This design comes from an exercise in tuning for small area on the open sky130 flow, not from production work. The RTL was checked by simulation tests, not by an equivalence proof against the original design. No driver is modelled on the clock port, so clocking that relies on it looks cheaper here than on a real chip. Power is estimated from default activity; no workload was simulated.

## the reference run
Design lcd_ctrl, start of the top module:
module lcd_ctrl(clk, rst, rq_valid, rq_data, rq_ready, status, map_pixel, map_raw, adc_req, adc_ack, adc_data, lcd_cs, lcd_cd, lcd_sclk, lcd_mosi);
Size: ~200 flip-flops, ~64 I/O pins.
Settings: LEC_CHECK=0, ABC_AREA=1, CAP_MARGIN=20, CORE_MARGIN=2, CORE_UTILIZATION=40, SLEW_MARGIN=20; clock period 20.0 ns.
standard.sh (not shown) runs the stock make flow with config.mk's settings and CLKGATE_MAP_FILE= SYNTH_SCRIPT=/design/flow/synth_recipe.tcl, a recipe that flattens the netlist after the stock synthesis.
==> flow/flow/run.sh <==
#!/bin/bash
# Layout flow: the standard ORFS flow (standard.sh, unchanged synthesis,
# floorplan, power grid and tap cells), with two layout choices changed:
#  - the input and output port buffers are sky130_fd_sc_hd__buf_1 cells
#    (buffer_ports -buffer_cell), the smallest buffer, instead of the default;
#  - clock tree synthesis uses sky130_fd_sc_hd__clkbuf_8 buffers and inserts
#    no dummy loads (clock_tree_synthesis -dont_use_dummy_load).
# Each ORFS step writes its full log under orfs/logs/; this script's own
# output, and that of make, goes to flow_run.log in the work folder.
set -euo pipefail
cd "$(dirname "$0")/.."
export BUFFER_PORTS_ARGS="-buffer_cell sky130_fd_sc_hd__buf_1"
export CTS_ARGS="-sink_clustering_enable -repair_clock_nets -dont_use_dummy_load -buf_list sky130_fd_sc_hd__clkbuf_8"
bash standard.sh finish > flow_run.log 2>&1
test -f out/final.def
Edits applied to the flow inputs when going from the reference run to the trial run:
# the reference run
export LEC_CHECK = 0
export ABC_AREA = 1
export CAP_MARGIN = 20
export CORE_MARGIN = 2
export CORE_UTILIZATION = 40
export SLEW_MARGIN = 20
create_clock -name core_clock -period 20.0 [get_ports {clk}]
# the trial run
export LEC_CHECK = 0
export ABC_AREA = 1
export CAP_MARGIN = 20
export CORE_MARGIN = 2
export CORE_UTILIZATION = 40
export CTS_BUF_LIST = sky130_fd_sc_hd__clkbuf_8
export CTS_CLUSTER_DIAMETER = 60
export CTS_CLUSTER_SIZE = 20
export SLEW_MARGIN = 20
create_clock -name core_clock -period 20.0 [get_ports {clk}]
==> flow/run.sh (new file) <==
#!/bin/bash
# synth_recipe.tcl (not shown) runs the flow's synth.tcl, then flattens the netlist and writes it again
# the make line also repeats each setting of config.mk as NAME=value (left out here)
make -C /OpenROAD-flow-scripts/flow DESIGN_CONFIG=/design/flow/config.mk WORK_HOME=/design/flow/orfs CLKGATE_MAP_FILE= SYNTH_SCRIPT=/design/flow/synth_recipe.tcl finish
removed: flow/flow/run.sh
removed: flow/standard.sh
==> notes.md <==
- The reference run → the trial run: number of buffers other than clock buffers in the final layout stayed essentially flat, internal power component rose by 37 uW.
- For the worst slack on hold paths, the trial run came in 0.033 ns higher than the reference run did.
- Sequential power essentially unchanged between the reference run and the trial run.
- The trial run against the reference run: static leakage saw an increase; switching part of the total saw an increase; synthesis-to-layout area growth saw an increase; flip-flop and latch count saw little to no change; layout filler cell count saw a decrease.

* * *

## P
Another version of the RTL of lcd_ctrl (not shown whole).
Size: roughly 1,000 cells after synthesis.
clock: 20.0 ns
lec_check: 0
abc_area: 1
cap_margin: 20
core_margin: 2
core_utilization: 40
slew_margin: 20
==> flow/flow/run.sh <==
#!/bin/bash
# Layout flow: the standard ORFS flow (standard.sh: unchanged synthesis,
# floorplan, power grid, tap cells, placement, routing), with three layout
# choices changed:
#  - after synthesis, the logic between the registers is mapped again with an
#    area-oriented ABC script (flow/remap.py, flow/remap.abc); the registers
#    keep the standard synthesis's instances, names and cell types;
#  - the input and output port buffers are sky130_fd_sc_hd__buf_1 cells
#    (buffer_ports -buffer_cell), the smallest buffer;
#  - clock tree synthesis uses sky130_fd_sc_hd__clkbuf_8 buffers and inserts
#    no dummy loads (clock_tree_synthesis -dont_use_dummy_load).
# Logs, one per tool run, in the work folder: flow_synth.log (standard.sh
# synth), flow_remap.log (Yosys/ABC re-mapping), flow_finish.log (standard.sh
# to the end); each ORFS step also writes its full log under orfs/logs/.
set -euo pipefail
cd "$(dirname "$0")/.."
export BUFFER_PORTS_ARGS="-buffer_cell sky130_fd_sc_hd__buf_1"
export CTS_ARGS="-sink_clustering_enable -repair_clock_nets -dont_use_dummy_load -buf_list sky130_fd_sc_hd__clkbuf_8"
bash standard.sh synth > flow_synth.log 2>&1
R=orfs/results/${FLOW_PLATFORM}/lcd_ctrl/base
LIB=${FLOW_HOME}/platforms/${FLOW_PLATFORM}/lib/sky130_fd_sc_hd__tt_025C_1v80.lib
YOSYS=${FLOW_HOME}/../tools/install/yosys/bin/yosys
cp $R/1_2_yosys.v flow_synth_netlist.v
python3 flow/remap.py "$LIB" "${FLOW_HOME}/platforms/${FLOW_PLATFORM}/config.mk" flow_synth_netlist.v flow_remap.v flow/remap.abc > flow_remap.ys
$YOSYS -l flow_remap.log -q -s flow_remap.ys > /dev/null 2>&1
# keep only the top module (the flip-flop and tie cells are library cells)
python3 - <<'PY'
import re
s = open('flow_remap.v.all').read()
m = re.search(r'^module lcd_ctrl\b.*?^endmodule', s, re.S | re.M)
open('flow_remap.v', 'w').write(m.group(0) + '\n')
PY
cp flow_remap.v $R/1_2_yosys.v
rm -f $R/1_synth.odb $R/1_synth.sdc
bash standard.sh finish > flow_finish.log 2>&1
test -f out/final.def
Other scripts of this flow, unchanged in this note and not shown: flow/flow/remap.abc, flow/flow/remap.py
For Q, these inputs were changed with respect to P:
diff --git a/flow/flow/run.sh b/flow/flow/run.sh
--- a/flow/flow/run.sh
+++ b/flow/flow/run.sh
@@ -18 +18 @@
-export CTS_ARGS="-sink_clustering_enable -repair_clock_nets -dont_use_dummy_load -buf_list sky130_fd_sc_hd__clkbuf_8"
+export CTS_ARGS="-sink_clustering_enable -repair_clock_nets -dont_use_dummy_load -buf_list sky130_fd_sc_hd__clkbuf_8 -sink_clustering_size 30 -sink_clustering_max_diameter 150 -sink_clustering_buffer sky130_fd_sc_hd__clkbuf_8"
Q reached the final stage; the timing, DRC and antenna checks on its layout passed. P → Q: final area barely changed; largest net degree at the start of global routing barely changed; area of the mapped netlist barely changed; sequential group share of total power barely changed. Changes observed in Q relative to P: register-to-register slack comparable, peak supply drop comparable, non-clock buffer count comparable.

-- separate check: timing with driven ports --
In the flow no input, the clock included, has a driving cell. The finished layouts below were timed again as built, in two steps.
Step 1 (the two cells are an assumption about what drives the block):
set clk [get_ports {clk}]
set_driving_cell -lib_cell sky130_fd_sc_hd__clkbuf_16 $clk
set_driving_cell -lib_cell sky130_fd_sc_hd__buf_2 [delete_from_list [all_inputs] $clk]
Step 2 times the ports against the registers' clock, not the clock port: input delays grow and output delays shrink by t, the midpoint of the rising clock arrivals with the driver on.
Three values: ideal ports, drivers, drivers and shift; two values: the first two.
| run | t, ns | setup WS [ns] | slew at the worst register clock pin (ns) |
|---|---|---|---|
| the reference run | 0.490 | 11.388 / 11.364 / 11.364 | 0.11 / 0.11 |
| the trial run | 0.522 | 10.598 / 10.575 / 10.575 | 0.12 / 0.12 |
| P | 0.492 | 11.273 / 11.233 / 11.291 | 0.12 / 0.12 |
| Q | 0.492 | 11.273 / 11.233 / 11.291 | 0.12 / 0.12 |
After both steps every run listed still meets setup and hold. For the reference run, which loses most, drivers alone change the setup slack by -0.024 ns; drivers and shift together by -0.024 ns.
